From an optimization exercise on the open Yosys and OpenROAD flow, aimed at small area; shortcuts taken in it are not production practice.
At most, simulation tests tie the RTL to the original design; equivalence was not proved.

==> inputs of run a <==
## blsync
module blsync (
    input  wire        clk,
    input  wire        rst,             
    input  wire        host_req,
    input  wire        host_we,
    input  wire [16:0] host_addr,
    input  wire [31:0] host_wdata,
    output reg  [31:0] host_rdata,
    output wire        host_err,
    input  wire        cancel_in,
    output wire        irq_done,
    output reg         line_open,
    output reg         line_cfg_get,
    output reg         line_cfg_set,
    output reg         line_close,
    output reg  [63:0] line_cfg_wdata,
    input  wire        line_ok,
    input  wire [63:0] line_cfg_rdata,
    output reg         tx_valid,
    output reg  [7:0]  tx_data,
    input  wire        tx_ready,
    input  wire        tx_error,
    input  wire        tx_closed,
    output reg         rx_pop,
    input  wire [1:0]  rx_kind,         
    input  wire [7:0]  rx_data
);
    localparam [4:0] S_IDLE     = 5'h00;
    localparam [4:0] S_OPEN     = 5'h01;
    localparam [4:0] S_GETCFG   = 5'h02;
    localparam [4:0] S_SETCFG   = 5'h03;
    localparam [4:0] S_PULSE    = 5'h04;
    localparam [4:0] S_SETTLE   = 5'h05;
    localparam [4:0] S_HSHAKE   = 5'h06;
    localparam [4:0] S_PROBE    = 5'h07;
    localparam [4:0] S_ACK_O    = 5'h08;
    localparam [4:0] S_ACK_K    = 5'h09;
  ...
export LEC_CHECK = 0
export ABC_AREA = 1
export CAP_MARGIN = 0
export CORE_MARGIN = 5
export CORE_UTILIZATION = 60
export PLACE_DENSITY = 0.72
export SLEW_MARGIN = 0
create_clock -name core_clock -period 40.0 [get_ports {clk}]
standard.sh (not shown) runs the stock make flow with config.mk's settings and CLKGATE_MAP_FILE= SYNTH_SCRIPT=/design/flow/synth_recipe.tcl, a recipe that flattens the netlist after the stock synthesis.
==> flow/flow/run.sh <==
#!/bin/bash
# Own layout flow: the standard ORFS flow with three changes.
#  1. Synthesis is the standard flow's (synth_recipe.tcl, unchanged) except that Yosys's
#     abc call gets an area-oriented ABC script (flow/abc.script) and the
#     full-adder extraction is skipped (flow/synth_pre.tcl), so adders are
#     mapped by ABC too; the registers come from the same dfflibmap step,
#     so they are unchanged.
#  2. Port buffers are sky130_fd_sc_hd__buf_1 (BUFFER_PORTS_ARGS).
#  3. CTS options from flow/cts_args.txt.
# Each tool's output goes to a log file in this folder (make.log) and to
# ORFS's own per-step logs under orfs/logs.
set -euo pipefail
HERE=$(pwd)
ABC_SCRIPT=$(tr -d '\n' < "$HERE/flow/abc.script")
{
  cat "$HERE/flow/synth_pre.tcl"
  printf 'proc abc {args} {\n'
  printf '  set i [lsearch -exact $args -script]\n'
  printf '  if {$i >= 0} { set args [lreplace $args $i [expr {$i + 1}] -script {%s}] }\n' "$ABC_SCRIPT"
  printf '  yosys abc {*}$args\n'
  printf '}\n'
  cat "$HERE/synth_recipe.tcl"
} > "$HERE/own_synth.tcl"
CTS_ARGS_VAL=$(tr -d '\n' < "$HERE/flow/cts_args.txt")
sed -e "s#SYNTH_SCRIPT=[^ ]*#SYNTH_SCRIPT=$HERE/own_synth.tcl \"BUFFER_PORTS_ARGS=-buffer_cell sky130_fd_sc_hd__buf_1\" \"CTS_ARGS=$CTS_ARGS_VAL\"#" \
    "$HERE/standard.sh" > "$HERE/own_standard.sh"
bash "$HERE/own_standard.sh" finish > "$HERE/make.log" 2>&1
==> flow/flow/abc.script <==
+strash;ifraig;dc2;strash;&get,-n;&deepsyn,-T,60;&put;dc2;&get,-n;&dch,-f;&nf,-R,1000;&put
==> flow/flow/cts_args.txt <==
-sink_clustering_enable -repair_clock_nets -dont_use_dummy_load -buf_list sky130_fd_sc_hd__clkbuf_16 -sink_clustering_size 30 -sink_clustering_max_diameter 80
==> flow/flow/synth_pre.tcl <==
proc extract_fa {args} {}
==> run b (differences from run a) <==
--- a/flow/design.v
+++ b/flow/design.v
@@ -56,35 +56,33 @@
     localparam [3:0] C_TX_CLOSED   = 4'd6;
     localparam [3:0] C_RX_IO       = 4'd7;
     localparam [3:0] C_RX_CLOSED   = 4'd8;
     localparam [3:0] C_INFO_NAK    = 4'd9;
     localparam [3:0] C_ALLOC       = 4'd10;
     localparam [3:0] C_CFG_RESTORE = 4'd11;
     localparam [31:0] BAUD_DEFAULT = 32'd115200;
     reg  [4:0]  state;
-    reg  [31:0] baud_r;
-    reg         bset;          
+    reg  [31:0] baud;
     reg  [31:0] cfg_lo;        
-    reg  [21:0] pul;           
+    reg  [31:0] pul;           
     reg         pv;            
     reg  [31:0] cfg_hi;        
     reg  [21:0] idx;
     reg  [31:0] attempts;
     reg         cancel_flag;
     reg         synced;
     reg  [1:0]  result;
     reg  [3:0]  fault_cause;
     reg  [4:0]  fstate;        
     reg         restore_fail;
     reg  [15:0] info_len;
     reg         lv;            
     reg         paid;          
     reg  [7:0]  payload [0:63];
-    wire [31:0] baud = bset ? baud_r : BAUD_DEFAULT;
     wire busy = (state != S_IDLE) && (state != S_DONE);
     wire done = (state == S_DONE);
     assign irq_done = done;
     wire aligned    = (host_addr[1:0] == 2'b00);
     assign host_err = host_req && !aligned;
     wire host_wr    = host_req && host_we && aligned;
     wire ctrl_wr    = host_wr && (host_addr == 17'h00000);
     wire baud_wr    = host_wr && (host_addr == 17'h00004);
@@ -100,46 +98,47 @@
                 fdata = (fstate == S_ACK_O || fstate == S_ACK_K) ? {15'd0, fstate[0]} : idx[15:0];
             C_INFO_NAK, C_ALLOC: fdata = info_len;
             default: fdata = 16'd0;
         endcase
     end
     wire [31:0] status = {4'd0, fault_cause, 6'd0, result, 3'd0,
                           restore_fail, cancel_flag, synced, done, busy,
                           3'd0, state};
-    reg [15:0] wsel;
-    reg [3:0]  lane_en;
     reg [5:0]  pidx;
     reg [31:0] win_word;
     integer    b, w;
     always @* begin
+        win_word = 32'd0;
         for (w = 0; w < 16; w = w + 1)
-            wsel[w] = (host_addr[5:2] == w[3:0]);
+            if (host_addr[5:2] == w[3:0])
+                for (b = 0; b < 4; b = b + 1)
+                    win_word[8*b +: 8] = win_word[8*b +: 8] | payload[4*w + b];
         for (b = 0; b < 4; b = b + 1) begin
             pidx = {host_addr[5:2], b[1:0]};
-            lane_en[b] = host_addr[16] && (host_addr[15:6] == 10'd0) && ({1'b0, pidx} < pay_count);
+            if (!((host_addr[15:6] == 10'd0) && ({1'b0, pidx} < pay_count)))
+                win_word[8*b +: 8] = 8'h00;
         end
-        win_word = 32'd0;
-        for (w = 0; w < 16; w = w + 1)
-            for (b = 0; b < 4; b = b + 1)
-                win_word[8*b +: 8] = win_word[8*b +: 8] | ({8{wsel[w]}} & payload[4*w + b]);
-        for (b = 0; b < 4; b = b + 1)
-            win_word[8*b +: 8] = win_word[8*b +: 8] & {8{lane_en[b]}};
     end
-    wire       reg_page = !host_addr[16] && (host_addr[15:5] == 11'd0);
-    wire [7:0] rsel = {8{reg_page}} & (8'd1 << host_addr[4:2]);
     always @* begin
-        host_rdata = win_word
-                   | ({32{rsel[1]}} & baud)
-                   | ({32{rsel[2]}} & status)
-                   | ({32{rsel[3]}} & attempts)
-                   | ({32{rsel[4] & pv}} & {10'd0, pul})
-                   | ({32{rsel[5] & lv}} & {16'd0, info_len})
-                   | ({32{rsel[6] & (result == R_FAULT)}} & {11'd0, fstate, fdata})
-                   | ({32{rsel[7]}} & {25'd0, pay_count});
+        host_rdata = 32'd0;
+        if (host_addr[16]) begin
+            host_rdata = win_word;
+        end else if (host_addr[15:5] == 11'd0) begin
+            case (host_addr[4:2])
+                3'd1: host_rdata = baud;
+                3'd2: host_rdata = status;
+                3'd3: host_rdata = attempts;
+                3'd4: if (pv) host_rdata = {10'd0, pul[21:0]};
+                3'd5: if (lv) host_rdata = {16'd0, info_len};
+                3'd6: if (result == R_FAULT) host_rdata = {11'd0, fstate, fdata};
+                3'd7: host_rdata = {25'd0, pay_count};
+                default: host_rdata = 32'd0;
+            endcase
+        end
     end
     reg [6:0]  dv_r;
     reg [5:0]  dv_d;
     reg [5:0]  dv_q;
     reg [7:0]  dv_t;
     integer    k;
     always @* begin
         if (!busy) begin
@@ -171,17 +170,17 @@
             4'd2:  hs_byte = 8'h08;
             4'd4:  hs_byte = 8'h38;
             4'd5:  hs_byte = 8'hF0;
             4'd7:  hs_byte = 8'h20;
             4'd11: hs_byte = 8'h18;
             default: hs_byte = 8'h00;
         endcase
     end
-    wire pulse_end   = (idx == pul);
+    wire pulse_end   = (idx == pul[21:0]);
     wire hs_end      = idx[3] & idx[2];               
     wire itx_end     = idx[2];                        
     wire drain_end   = idx[1] & idx[0];               
     wire two_end     = idx[1];                        
     wire pay_end     = (idx[6:0] == info_len[6:0]);   
     wire settle_end  = idx[9] & idx[7] & idx[4];      
     wire backoff_end = idx[16] & idx[15];             
     reg        fault;
@@ -377,63 +376,57 @@
             endcase
         end
     end
     always @(posedge clk) begin
         if (!idx[6])
             payload[idx[5:0]] <= rx_data;
     end
     always @(posedge clk) begin
-        if (baud_wr)
-            baud_r <= host_wdata;
-        if (state == S_GETCFG)
-            idx <= {line_cfg_rdata[31:26], idx[9:0], dv_q};
-        else if (start_ok || idx_div)
+        if (start_ok || idx_div)
             idx <= {idx[15:0], dv_q};
         else if (idx_clr)
             idx <= 22'd0;
         else if (idx_inc)
             idx <= idx + 22'd1;
-        if (state == S_GETCFG)
-            info_len[15:12] <= line_cfg_rdata[25:22];
         if (start_ok || idx_div)
             info_len[6:0] <= dv_r;
         else if (len_wr) begin
             if (idx[0])
                 info_len[15:8] <= rx_data;
             else
                 info_len[7:0]  <= rx_data;
         end
         if (start_ok)
             cfg_lo <= baud;
         else if (state == S_SETCFG)
-            cfg_lo <= {idx[21:16], info_len[15:12], pul};
+            cfg_lo <= pul;
         if (state == S_GETCFG) begin
             cfg_hi <= line_cfg_rdata[63:32];
-            pul    <= line_cfg_rdata[21:0];
+            pul    <= line_cfg_rdata[31:0];
         end else if (begin_att && state == S_SETCFG) begin
-            pul    <= {idx[15:0], dv_q};
+            pul[21:0] <= {idx[15:0], dv_q};
         end
     end
     always @(posedge clk) begin
         if (rst) begin
             state        <= S_IDLE;
-            bset         <= 1'b0;
+            baud         <= BAUD_DEFAULT;
             pv           <= 1'b0;
             attempts     <= 32'd0;
             cancel_flag  <= 1'b0;
             synced       <= 1'b0;
             result       <= R_NONE;
             fault_cause  <= 4'd0;
             restore_fail <= 1'b0;
             lv           <= 1'b0;
             paid         <= 1'b0;
         end else begin
             if (baud_wr)
-                bset <= 1'b1;
+                baud <= host_wdata;
             if (start_ok) begin
                 pv           <= 1'b0;
                 cancel_flag  <= cancel_cmd && (baud != 32'd0);
                 attempts     <= 32'd0;
                 synced       <= 1'b0;
                 result       <= R_NONE;
                 fault_cause  <= 4'd0;
                 restore_fail <= 1'b0;
@@ -470,15 +463,15 @@
                     result <= R_SUCCESS;
                 if (res_cancel)
                     result <= R_CANCELLED;
                 if (state == S_RESTORE && !line_ok) begin
                     restore_fail <= 1'b1;
                     if (result != R_FAULT) begin
                         result      <= R_FAULT;
                         fault_cause <= C_CFG_RESTORE;
-                        fstate      <= state;
+                        fstate      <= S_RESTORE;
                     end
                 end
             end
         end
     end
 endmodule
==> flow/flow/abc.script (replaced) <==
+&get,-n;&st;&dch,-f;&nf,-R,1000;&put
- CAP_MARGIN: 0 -> 20
- CORE_MARGIN: 5 -> 2
- CORE_UTILIZATION: 60 -> 40
- PLACE_DENSITY: 0.72 -> unset
- SLEW_MARGIN: 0 -> 20
==> metrics.yaml <==
setup_path:
  crit_family: "simple AND/OR/NAND/NOR gates"
  critPathSlowestCell: "and2_0"
  critical_path_depth: 10
outcome:
  status: "timing/DRC/antenna clean"
sta:
  setup_slack_ns: 20.31
layout:
  fin_area_um2: 31800
  drive_gt1_share_pct: 4.67
  fin_cells: 2929
routing:
  route.met2.wl_mm: 45.9
placement:
  dp.cells: 2894
  dp_hpwl_mm: 70.4
[end of results for run a]
==> metrics.yaml <==
outcome:
  status: "timing/DRC/antenna clean"
setup_path:
  critPathSlowestCell: "a221oi_1"
  critical_path_depth: 14
sta:
  setup_slack_ns: 20.38
placement:
  dp.cells: 3595
layout:
  fin_cells: 3636
  drive_gt1_share_pct: 5.19
[end of results for run b]
No functional check of the RTL was part of run b.

==> afterwards: timing with drivers on the ports <==
In the flow no input, the clock included, has a driving cell. The finished layouts below were timed again as built, in two steps. Step 1, drivers: a clkbuf_16 drives clk and a buf_2 each remaining input, both assumed. Step 2 adds t to the input delays and takes it off the output delays; t is the mean of the earliest and latest rising clock arrival at the registers after step 1. Input paths then give back, and output paths get back, about the clock's delay inside the block. Three values: ideal, step 1, step 2; two values: the first two.
run | t (ns) | setup slack, ns | worst data-port slew with drivers (ns)
run a | 0.628 | 20.310 / 20.283 / 20.283 | 0.07
run b | 0.649 | 20.378 / 20.277 / 20.277 | 0.13
After both steps every run listed still meets setup and hold. The setup slack of run b, which loses most, moves by -0.101 ns with the drivers and by -0.101 ns with both steps.
